From an optimization exercise on the open Yosys and OpenROAD flow, aimed at small area, a short achievable clock period and few clock cycles; shortcuts taken in it are not production practice.
Function was checked by simulation only, so behaviour that the tests miss may differ from the original.
Power is estimated from default activity; no workload was simulated.

==> flow/config.mk <==
export PLATFORM = sky130hd
export DESIGN_NAME = tm02_codec
export DESIGN_NICKNAME = tm02_codec
export VERILOG_FILES = /design/flow/design.v
export SDC_FILE = /design/flow/constraint.sdc
export NUM_CORES = 4
export LEC_CHECK = 0
export CAP_MARGIN = 20
export CELL_PAD_IN_SITES_DETAIL_PLACEMENT = 2
export CELL_PAD_IN_SITES_GLOBAL_PLACEMENT = 2
export CORE_MARGIN = 2
export CORE_UTILIZATION = 30
export PLACE_DENSITY = 0.35
export SLEW_MARGIN = 20
==> flow/constraint.sdc <==
create_clock -name core_clock -period 10.0 [get_ports {clk}]
set_input_delay 2.0000 -clock core_clock [delete_from_list [all_inputs] [get_ports {clk}]]
set_output_delay 2.0000 -clock core_clock [all_outputs]
set_load 0.01 [all_outputs]
==> flow/design.v <==
module crc16_step (
    input  wire [15:0] crc_in,
    input  wire [7:0]  data,
    output wire [15:0] crc_out
);
    wire [15:0] s0 = crc_in ^ {8'h00, data};
    wire [15:0] s1 = s0[0] ? ((s0 >> 1) ^ 16'hA001) : (s0 >> 1);
    wire [15:0] s2 = s1[0] ? ((s1 >> 1) ^ 16'hA001) : (s1 >> 1);
    wire [15:0] s3 = s2[0] ? ((s2 >> 1) ^ 16'hA001) : (s2 >> 1);
    wire [15:0] s4 = s3[0] ? ((s3 >> 1) ^ 16'hA001) : (s3 >> 1);
    wire [15:0] s5 = s4[0] ? ((s4 >> 1) ^ 16'hA001) : (s4 >> 1);
    wire [15:0] s6 = s5[0] ? ((s5 >> 1) ^ 16'hA001) : (s5 >> 1);
    wire [15:0] s7 = s6[0] ? ((s6 >> 1) ^ 16'hA001) : (s6 >> 1);
    wire [15:0] s8 = s7[0] ? ((s7 >> 1) ^ 16'hA001) : (s7 >> 1);
    assign crc_out = s8;
endmodule
module tm02_codec (
    input  wire        clk,
    input  wire        rst,
    input  wire        cmd_valid,
    output wire        cmd_ready,
    input  wire [7:0]  cmd_op,
    input  wire [7:0]  cmd_imm,
    input  wire [31:0] cmd_a,
    input  wire [31:0] cmd_b,
    input  wire [31:0] cmd_c,
    output reg  [7:0]  rc,
    output reg  [15:0] crc_acc,
    output reg  [2:0]  rx_state,
    output reg  [7:0]  rx_cmd,
    output reg  [7:0]  rx_len,
    output reg  [7:0]  rx_idx,
    output reg  [15:0] rx_crc_rx,
    output reg  [15:0] rx_crc_calc,
    output reg  [1:0]  rx_evt,
    output reg         rx_fv,
    output reg  [8:0]  tx_len,
    output reg         ev_frame_ok,
    output reg         ev_crc_err,
    output reg         ev_tx_ready,
    input  wire [7:0]  rx_buf_raddr,
    output wire [7:0]  rx_buf_rdata,
    input  wire [7:0]  tx_pl_raddr,
    output wire [7:0]  tx_pl_rdata,
    input  wire [8:0]  tx_buf_raddr,
    output wire [7:0]  tx_buf_rdata
);
    localparam [7:0] OP_NOP         = 8'h00;
    localparam [7:0] OP_CRC_INIT    = 8'h10;
    localparam [7:0] OP_CRC_BYTE    = 8'h11;
    localparam [7:0] OP_RX_FEED     = 8'h20;
    localparam [7:0] OP_RX_RESET    = 8'h21;
    localparam [7:0] OP_TX_PL_WRITE = 8'h30;
    localparam [7:0] OP_TX_ACK      = 8'h31;
    localparam [7:0] OP_TX_DATA     = 8'h32;
    localparam [7:0] OP_TX_REPORT   = 8'h33;
    localparam [7:0] RC_OK         = 8'h00;
    localparam [7:0] RC_ILLEGAL_OP = 8'h01;
    localparam [7:0] HEAD = 8'hAA;
    localparam [7:0] TAIL = 8'h55;
    localparam [2:0] RX_AWAIT_HEAD = 3'd0;
    localparam [2:0] RX_GOT_CMD    = 3'd1;
    localparam [2:0] RX_GOT_LEN    = 3'd2;
    localparam [2:0] RX_PAYLOAD    = 3'd3;
    localparam [2:0] RX_CRC_LOW    = 3'd4;
    localparam [2:0] RX_CRC_HIGH   = 3'd5;
    localparam [2:0] RX_AWAIT_TAIL = 3'd6;
    localparam [1:0] EVT_NONE     = 2'd0;
    localparam [1:0] EVT_FRAME_OK = 2'd1;
    localparam [1:0] EVT_CRC_ERR  = 2'd2;
    localparam [1:0] TXK_ACK    = 2'd0;
    localparam [1:0] TXK_DATA   = 2'd1;
    localparam [1:0] TXK_REPORT = 2'd2;
    reg tx_busy;
    assign cmd_ready = !tx_busy && !rst;
    wire accept = cmd_valid && cmd_ready;
    wire do_crc_init = accept && (cmd_op == OP_CRC_INIT);
    wire do_crc_byte = accept && (cmd_op == OP_CRC_BYTE);
    wire do_rx_feed  = accept && (cmd_op == OP_RX_FEED);
    wire do_rx_reset = accept && (cmd_op == OP_RX_RESET);
    wire do_pl_write = accept && (cmd_op == OP_TX_PL_WRITE);
    wire do_tx_ack   = accept && (cmd_op == OP_TX_ACK);
    wire do_tx_data  = accept && (cmd_op == OP_TX_DATA);
    wire do_tx_rep   = accept && (cmd_op == OP_TX_REPORT);
    wire do_tx       = do_tx_ack || do_tx_data || do_tx_rep;
    wire op_legal = (cmd_op == OP_NOP)         || (cmd_op == OP_CRC_INIT) ||
                    (cmd_op == OP_CRC_BYTE)    || (cmd_op == OP_RX_FEED)  ||
                    (cmd_op == OP_RX_RESET)    || (cmd_op == OP_TX_PL_WRITE) ||
                    (cmd_op == OP_TX_ACK)      || (cmd_op == OP_TX_DATA)  ||
                    (cmd_op == OP_TX_REPORT);
    wire [15:0] crc_acc_next;
    crc16_step u_crc_acc (.crc_in(crc_acc), .data(cmd_imm), .crc_out(crc_acc_next));
    always @(posedge clk) begin
        if (rst)
            crc_acc <= 16'hFFFF;
        else if (do_crc_init)
            crc_acc <= 16'hFFFF;
        else if (do_crc_byte)
            crc_acc <= crc_acc_next;
    end
    wire [15:0] rx_crc_next;
    crc16_step u_crc_rx (.crc_in(rx_crc_calc), .data(cmd_imm), .crc_out(rx_crc_next));
    wire [7:0] rx_idx_inc = rx_idx + 8'd1;
    wire       rx_buf_we  = do_rx_feed && (rx_state == RX_PAYLOAD);
    reg        rx_ev_ok;
    reg        rx_ev_err;
    always @(posedge clk) begin
        if (rst) begin
            rx_state    <= RX_AWAIT_HEAD;
            rx_cmd      <= 8'h00;
            rx_len      <= 8'h00;
            rx_idx      <= 8'h00;
            rx_crc_rx   <= 16'h0000;
            rx_crc_calc <= 16'hFFFF;
            rx_evt      <= EVT_NONE;
            rx_fv       <= 1'b0;
        end else if (do_rx_reset) begin
            rx_state <= RX_AWAIT_HEAD;
            rx_evt   <= EVT_NONE;
            rx_fv    <= 1'b0;
        end else if (do_rx_feed) begin
            rx_evt <= EVT_NONE;
            case (rx_state)
                RX_AWAIT_HEAD: begin
                    if (cmd_imm == HEAD) begin
                        rx_fv       <= 1'b0;
                        rx_idx      <= 8'h00;
                        rx_crc_calc <= 16'hFFFF;
                        rx_state    <= RX_GOT_CMD;
                    end
                end
                RX_GOT_CMD: begin
                    rx_cmd      <= cmd_imm;
                    rx_crc_calc <= rx_crc_next;
                    rx_state    <= RX_GOT_LEN;
                end
                RX_GOT_LEN: begin
                    rx_len      <= cmd_imm;
                    rx_crc_calc <= rx_crc_next;
                    rx_idx      <= 8'h00;
                    rx_state    <= (cmd_imm == 8'h00) ? RX_CRC_LOW : RX_PAYLOAD;
                end
                RX_PAYLOAD: begin
                    rx_crc_calc <= rx_crc_next;
                    rx_idx      <= rx_idx_inc;
                    if (rx_idx_inc == rx_len)
                        rx_state <= RX_CRC_LOW;
                end
                RX_CRC_LOW: begin
                    rx_crc_rx <= {8'h00, cmd_imm};
                    rx_state  <= RX_CRC_HIGH;
                end
                RX_CRC_HIGH: begin
                    rx_crc_rx <= {cmd_imm, rx_crc_rx[7:0]};
                    rx_state  <= RX_AWAIT_TAIL;
                end
                RX_AWAIT_TAIL: begin
                    rx_state <= RX_AWAIT_HEAD;
                    if (cmd_imm == TAIL) begin
                        if (rx_crc_rx == rx_crc_calc) begin
                            rx_evt <= EVT_FRAME_OK;
                            rx_fv  <= 1'b1;
                        end else begin
                            rx_evt <= EVT_CRC_ERR;
                        end
                    end
                end
                default: rx_state <= RX_AWAIT_HEAD;
            endcase
        end
    end
    always @(*) begin
        rx_ev_ok  = do_rx_feed && (rx_state == RX_AWAIT_TAIL) && (cmd_imm == TAIL) &&
                    (rx_crc_rx == rx_crc_calc);
        rx_ev_err = do_rx_feed && (rx_state == RX_AWAIT_TAIL) && (cmd_imm == TAIL) &&
                    (rx_crc_rx != rx_crc_calc);
    end
    wire [8*256-1:0] rx_buf_flat;
    genvar gi;
    generate
        for (gi = 0; gi < 256; gi = gi + 1) begin : g_rx_buf
            reg [7:0] q;
            always @(posedge clk) begin
                if (rst)
                    q <= 8'h00;
                else if (rx_buf_we && (rx_idx == gi))
                    q <= cmd_imm;
            end
            assign rx_buf_flat[8*gi +: 8] = q;
        end
    endgenerate
    assign rx_buf_rdata = rx_buf_flat[8*rx_buf_raddr +: 8];
    wire [8*256-1:0] tx_pl_flat;
    generate
        for (gi = 0; gi < 256; gi = gi + 1) begin : g_tx_pl
            reg [7:0] q;
            always @(posedge clk) begin
                if (rst)
                    q <= 8'h00;
                else if (do_pl_write && (cmd_a[7:0] == gi))
                    q <= cmd_imm;
            end
            assign tx_pl_flat[8*gi +: 8] = q;
        end
    endgenerate
    assign tx_pl_rdata = tx_pl_flat[8*tx_pl_raddr +: 8];
    reg [1:0]  tx_kind;     
    reg [7:0]  tx_cmd;      
    reg [7:0]  tx_n;        
    reg [95:0] tx_words;    
    reg [8:0]  tx_ptr;      
    reg [15:0] tx_crc;      
    wire [8:0] tx_n9      = {1'b0, tx_n};
    wire [8:0] pl_idx9    = tx_ptr - 9'd3;
    wire [7:0] pl_idx     = pl_idx9[7:0];
    wire [127:0] tx_words_x = {32'd0, tx_words};
    reg  [7:0] pl_byte;
    always @(*) begin
        case (tx_kind)
            TXK_ACK:    pl_byte = tx_words[7:0];
            TXK_DATA:   pl_byte = tx_pl_flat[8*pl_idx +: 8];
            default:    pl_byte = tx_words_x[8*pl_idx[3:0] +: 8];
        endcase
    end
    wire in_body    = (tx_ptr >= 9'd1) && (tx_ptr <= tx_n9 + 9'd2);
    wire at_crc_lo  = (tx_ptr == tx_n9 + 9'd3);
    wire at_crc_hi  = (tx_ptr == tx_n9 + 9'd4);
    wire at_tail    = (tx_ptr == tx_n9 + 9'd5);
    reg [7:0] tx_byte;
    always @(*) begin
        if (tx_ptr == 9'd0)
            tx_byte = HEAD;
        else if (tx_ptr == 9'd1)
            tx_byte = tx_cmd;
        else if (tx_ptr == 9'd2)
            tx_byte = tx_n;
        else if (at_crc_lo)
            tx_byte = tx_crc[7:0];
        else if (at_crc_hi)
            tx_byte = tx_crc[15:8];
        else if (at_tail)
            tx_byte = TAIL;
        else
            tx_byte = pl_byte;
    end
    wire [15:0] tx_crc_next;
    crc16_step u_crc_tx (.crc_in(tx_crc), .data(tx_byte), .crc_out(tx_crc_next));
    always @(posedge clk) begin
        if (rst) begin
            tx_busy  <= 1'b0;
            tx_kind  <= TXK_ACK;
            tx_cmd   <= 8'h00;
            tx_n     <= 8'h00;
            tx_words <= 96'd0;
            tx_ptr   <= 9'd0;
            tx_crc   <= 16'hFFFF;
            tx_len   <= 9'd0;
        end else if (do_tx) begin
            tx_busy  <= 1'b1;
            tx_kind  <= do_tx_ack ? TXK_ACK : (do_tx_data ? TXK_DATA : TXK_REPORT);
            tx_cmd   <= cmd_imm;
            tx_n     <= do_tx_ack ? 8'd1 : (do_tx_data ? cmd_a[7:0] : 8'd12);
            tx_words <= {cmd_c, cmd_b, cmd_a};
            tx_ptr   <= 9'd0;
            tx_crc   <= 16'hFFFF;
        end else if (tx_busy) begin
            if (in_body)
                tx_crc <= tx_crc_next;
            tx_ptr <= tx_ptr + 9'd1;
            if (at_tail) begin
                tx_busy <= 1'b0;
                tx_len  <= tx_n9 + 9'd6;
            end
        end
    end
    wire [8*261-1:0] tx_buf_flat;
    generate
        for (gi = 0; gi < 261; gi = gi + 1) begin : g_tx_buf
            reg [7:0] q;
            always @(posedge clk) begin
                if (rst)
                    q <= 8'h00;
                else if (tx_busy && (tx_ptr == gi))
                    q <= tx_byte;
            end
            assign tx_buf_flat[8*gi +: 8] = q;
        end
    endgenerate
    assign tx_buf_rdata = (tx_buf_raddr <= 9'd260) ? tx_buf_flat[8*tx_buf_raddr +: 8] : 8'h00;
    always @(posedge clk) begin
        if (rst) begin
            rc          <= RC_OK;
            ev_frame_ok <= 1'b0;
            ev_crc_err  <= 1'b0;
            ev_tx_ready <= 1'b0;
        end else begin
            if (accept)
                rc <= op_legal ? RC_OK : RC_ILLEGAL_OP;
            ev_frame_ok <= rx_ev_ok;
            ev_crc_err  <= rx_ev_err;
            ev_tx_ready <= tx_busy && at_tail;
        end
    end
endmodule
==> flow/run.sh <==
#!/bin/bash
# synth_recipe.tcl (not shown) runs the flow's synth.tcl, then flattens the netlist and writes it again
# the make line also repeats each setting of config.mk as NAME=value (left out here)
make -C /OpenROAD-flow-scripts/flow DESIGN_CONFIG=/design/flow/config.mk WORK_HOME=/design/flow/orfs CLKGATE_MAP_FILE= SYNTH_SCRIPT=/design/flow/synth_recipe.tcl finish
==> impl_metrics.ini <==
[status]
status = finished clean

[synthesis]
synth_adder_area_share_pct = 0.1119
async_flop_share_pct = 0
synth_xor_area_share_pct = 0.4728
synth.area.mux_share_pct = 20.07
synthTopCellsByArea = dfxtp_1 44%, mux4_2 19%, nand2_1 15%
synth_area_leader_cell = dfxtp_1
synth_edf_count = 0
ys_warn_count = 1
synth_area_sq_um = 290800
synth_seq_cells = 6415
synthCells = 33167
synth_top_cells_by_count = 11.81k x nand2_1, 6415 x dfxtp_1, 5599 x a21oi_1
ys_seq_area_share_pct = 44.16
yosys.area_share.simple_pct = 19.22
synth-compound-area-share_pct = 12.71
synth_top_flop_cell = dfxtp_1
netlist.area_leader.share_pct = 44.16
synthDistinctLibCells = 88
synth_top_family_by_area = multiplexers
yosysMostFrequentCell = nand2_1
syn_avg_cell_area_sq_um = 8.769

[placement]
gp_congestion = 0.8475
port_buffers = 255
post-place-ws_ns = 1.318
dp_hpwl_microns = 997700

[sta]
slew_headroom_pct = 9.808
slew_viol_final = 0
period_minus_slack_ns = 8.718
whs_ns = 0.4470
finClkSkew_ns = 0.08739
worstMarginPinSlew_ns = 1.344
setup_viol = 0
final.setup.tns_ns = 0
max_freq_mhz = 114.7
finalCritPeriodShare_pct = 87.18
hold_viol = 0
worst_slack_ns = 1.282
rsz0062_at_grt = no

[global_routing]
grt.total_usage_pct = 29.68
grt_pass1_wl_microns = 2123000
antenna_found_initial = 164
grt_overflow = 0
grt_pass1_vias = 271231
grt_start_max_net_pins = 192

[pwr]
power_density_nw_per_um2 = 172.3
peakVddDrop_mv = 0.1221
total_leakage_power_uw = 0.1017

[detailed_routing]
wl_per_cell_microns = 32.39
drtIter0Drc = 19577
drtPass1Iterations = 6
drc_errors = 0
routed_wl_microns = 1493000
vias = 259602
via_per_inst = 5.631
ant_nets = 0

[worst_setup_path]
crit_arrival_ns = 6.72
critical_path.startpoint = tx_buf_raddr[0]
path_class = primary input to output pin
crit_end = tx_buf_rdata[0]
critPathLaunchType = primary input
cp.required_ns = 8.00
end_kind = output pin
r2r-end = tx_crc[0]
worstPathMaxFanout = 52
r2r_start = tx_ptr[0]
reg2reg_slack_ns = 1.33
reg2regPathDepth = 18

[die]
core-area_sq_um = 966200
die_h_microns = 988.6
die_area_sq_um = 977400
io_pins = 263
die_x_microns = 988.6
start_util_pct = 30.10
rows = 361

[clocking]
clkTransAtPathRegs_ns = 0.05
cts_setup_buffers = 0
cts_sinks = 6415
numCtsBuffers = 811
insertion_delay_ns = 1.14
cts_hold_buf = 0
cts_tree = built
cts_root_buf = clkbuf_16
cts.repair.resized = 0
htree_levels = 6
clockBufferDepth = 5

[flow_run]
cap_viol_max_count = 0

[worst_hold_path]
worstHoldPathType = register to register

[final_layout]
syn_to_final_growth_pct = 14.97
nNetsFinal = 32685
drive_above_1_share_pct = 14.08
final_util_pct = 34.61
[stage by stage]
| stage | power, uW | cell area, sq um | instances |
|---|---|---|---|
| global route | 59430 | 334300 | 46065 |
| finish | 57600 | 334400 | 46103 |
| detailed placement | 28430 | 308000 | 44591 |
| CTS | 58330 | 334100 | 46019 |
| global placement | 28420 | 307900 | 44586 |
| floorplan | 27460 | 290900 | 33173 |
[layer usage]
layer,part of all wire (%),track usage [%],vias up
met2,46,48.04,6111
met5,0.0081,0,-
met3,4.7,3.431,1730
met4,3.4,9.076,20
met1,46,41.61,138106
li1,-,-,113635
[placed cells by master (no fill, tap or decap), types with 27 or more instances in the layout]
master / instances
nor2_4: 34
clkbuf_8: 227
o21ai_0: 72
mux4_2: 2493
clkbuf_1: 234
xnor2_1: 107
a21oi_1: 5594
nand3_1: 168
dfxtp_1: 6409
and2_1: 28
nand2_1: 11762
buf_4: 562
a31oi_1: 57
nor2b_1: 30
o22ai_1: 43
buf_12: 124
nand4_1: 36
inv_1: 27
nor2_1: 2273
clkdlybuf4s50_1: 223
clkinv_2: 92
nand2b_1: 28
a32oi_1: 55
nor3_1: 33
clkbuf_16: 819
nand2_2: 42
diode_2: 83
a211oi_1: 804
mux2i_1: 201
nor2_2: 33
[sequential cells by signal, indices dropped and copies added (netlist names), 2 cells and up]
name         flops
g_tx_buf.q    2088
g_rx_buf.q    2048
g_tx_pl.q     2048
tx_words        96
crc_acc         16
rx_crc_calc     16
rx_crc_rx       16
tx_crc          16
tx_len           9
tx_ptr           9
rx_cmd           8
rx_idx           8
rx_len           8
tx_cmd           8
tx_n             8
rx_state         3
rx_evt           2
tx_kind          2
[cell type report]
type	count	area [sq um]
clock buffer	1278	24470
clock inverter	150	1645
antenna	83	207.7
multi-input combinational	24319	154000
sequential	6415	128400
fill	106210	631800
tap	12886	16120
timing repair buffer	944	9387
inverter	28	110.1
[critical path: stages]
cell,delay [ns]
buf_8,0.57
buf_12,0.32
mux4_2,0.57
mux4_2,0.55
mux2i_1,0.59
o22ai_1,0.18
a211oi_1,0.69
buf_4,0.25
o32ai_1,0.16
clkdlybuf4s50_1,0.59
[kinds of logic after synthesis]
group | Yosys count
AND/OR/NAND/NOR | 14625
other | 1
flip-flops | 6415
buffers and inverters | 2439
adder cells (fa/ha/maj) | 26
AO/OA/AOI/OAI | 6801
XOR/XNOR | 148
multiplexers | 2712
[how the worst min path moves through the flow]
stage,start,to,slack [ns],cells after the start
6_report,g_rx_buf[2].q[1],g_rx_buf[2].q[1],0.45,2
5_1_grt,g_rx_buf[167].q[3],g_rx_buf[167].q[3],0.46,2
4_1_cts,g_rx_buf[34].q[3],g_rx_buf[34].q[3],0.45,2
3_5_place_dp,g_rx_buf[34].q[3],g_rx_buf[34].q[3],0.44,2
3_3_place_gp,g_rx_buf[163].q[6],g_rx_buf[163].q[6],0.43,2
2_1_floorplan,g_tx_buf[0].q[0],g_tx_buf[0].q[0],0.42,1
[where the power goes]
| group | switching [uW] | total, uW | internal (uW) |
|---|---|---|---|
| combinational | 1710 | 2270 | 566 |
| sequential | 1.92 | 25600 | 25600 |
| clock | 12500 | 29800 | 17200 |
Testbench counts, summed over its fixed seeds: cycles 57,062.

-- afterwards: timing with drivers on the ports --
The flow's constraints put no driver on any port. The routed layout listed below was extracted and timed again, unchanged, in two steps.
Step 1: set_driving_cell puts a clkbuf_16 on clk and a buf_2 on each other input, an assumption about the parent block.
Step 2 adds t to the input delays and takes it off the output delays; t is the mean of the earliest and latest rising clock arrival at the registers after step 1. Input paths then give back, and output paths get back, about the clock's delay inside the block.
Three values: ideal ports, drivers, drivers and shift; two values: the first two.
t, ns: 1.253
setup slack, ns: 1.282 / 1.230 / 1.230
hold WS [ns]: 0.447 / 0.447 / 0.447
slew at the worst register clock pin (ns): 0.07 / 0.07
After both steps this run still meets setup and hold. The setup slack of this run moves by -0.052 ns with the drivers and by -0.052 ns with both steps.
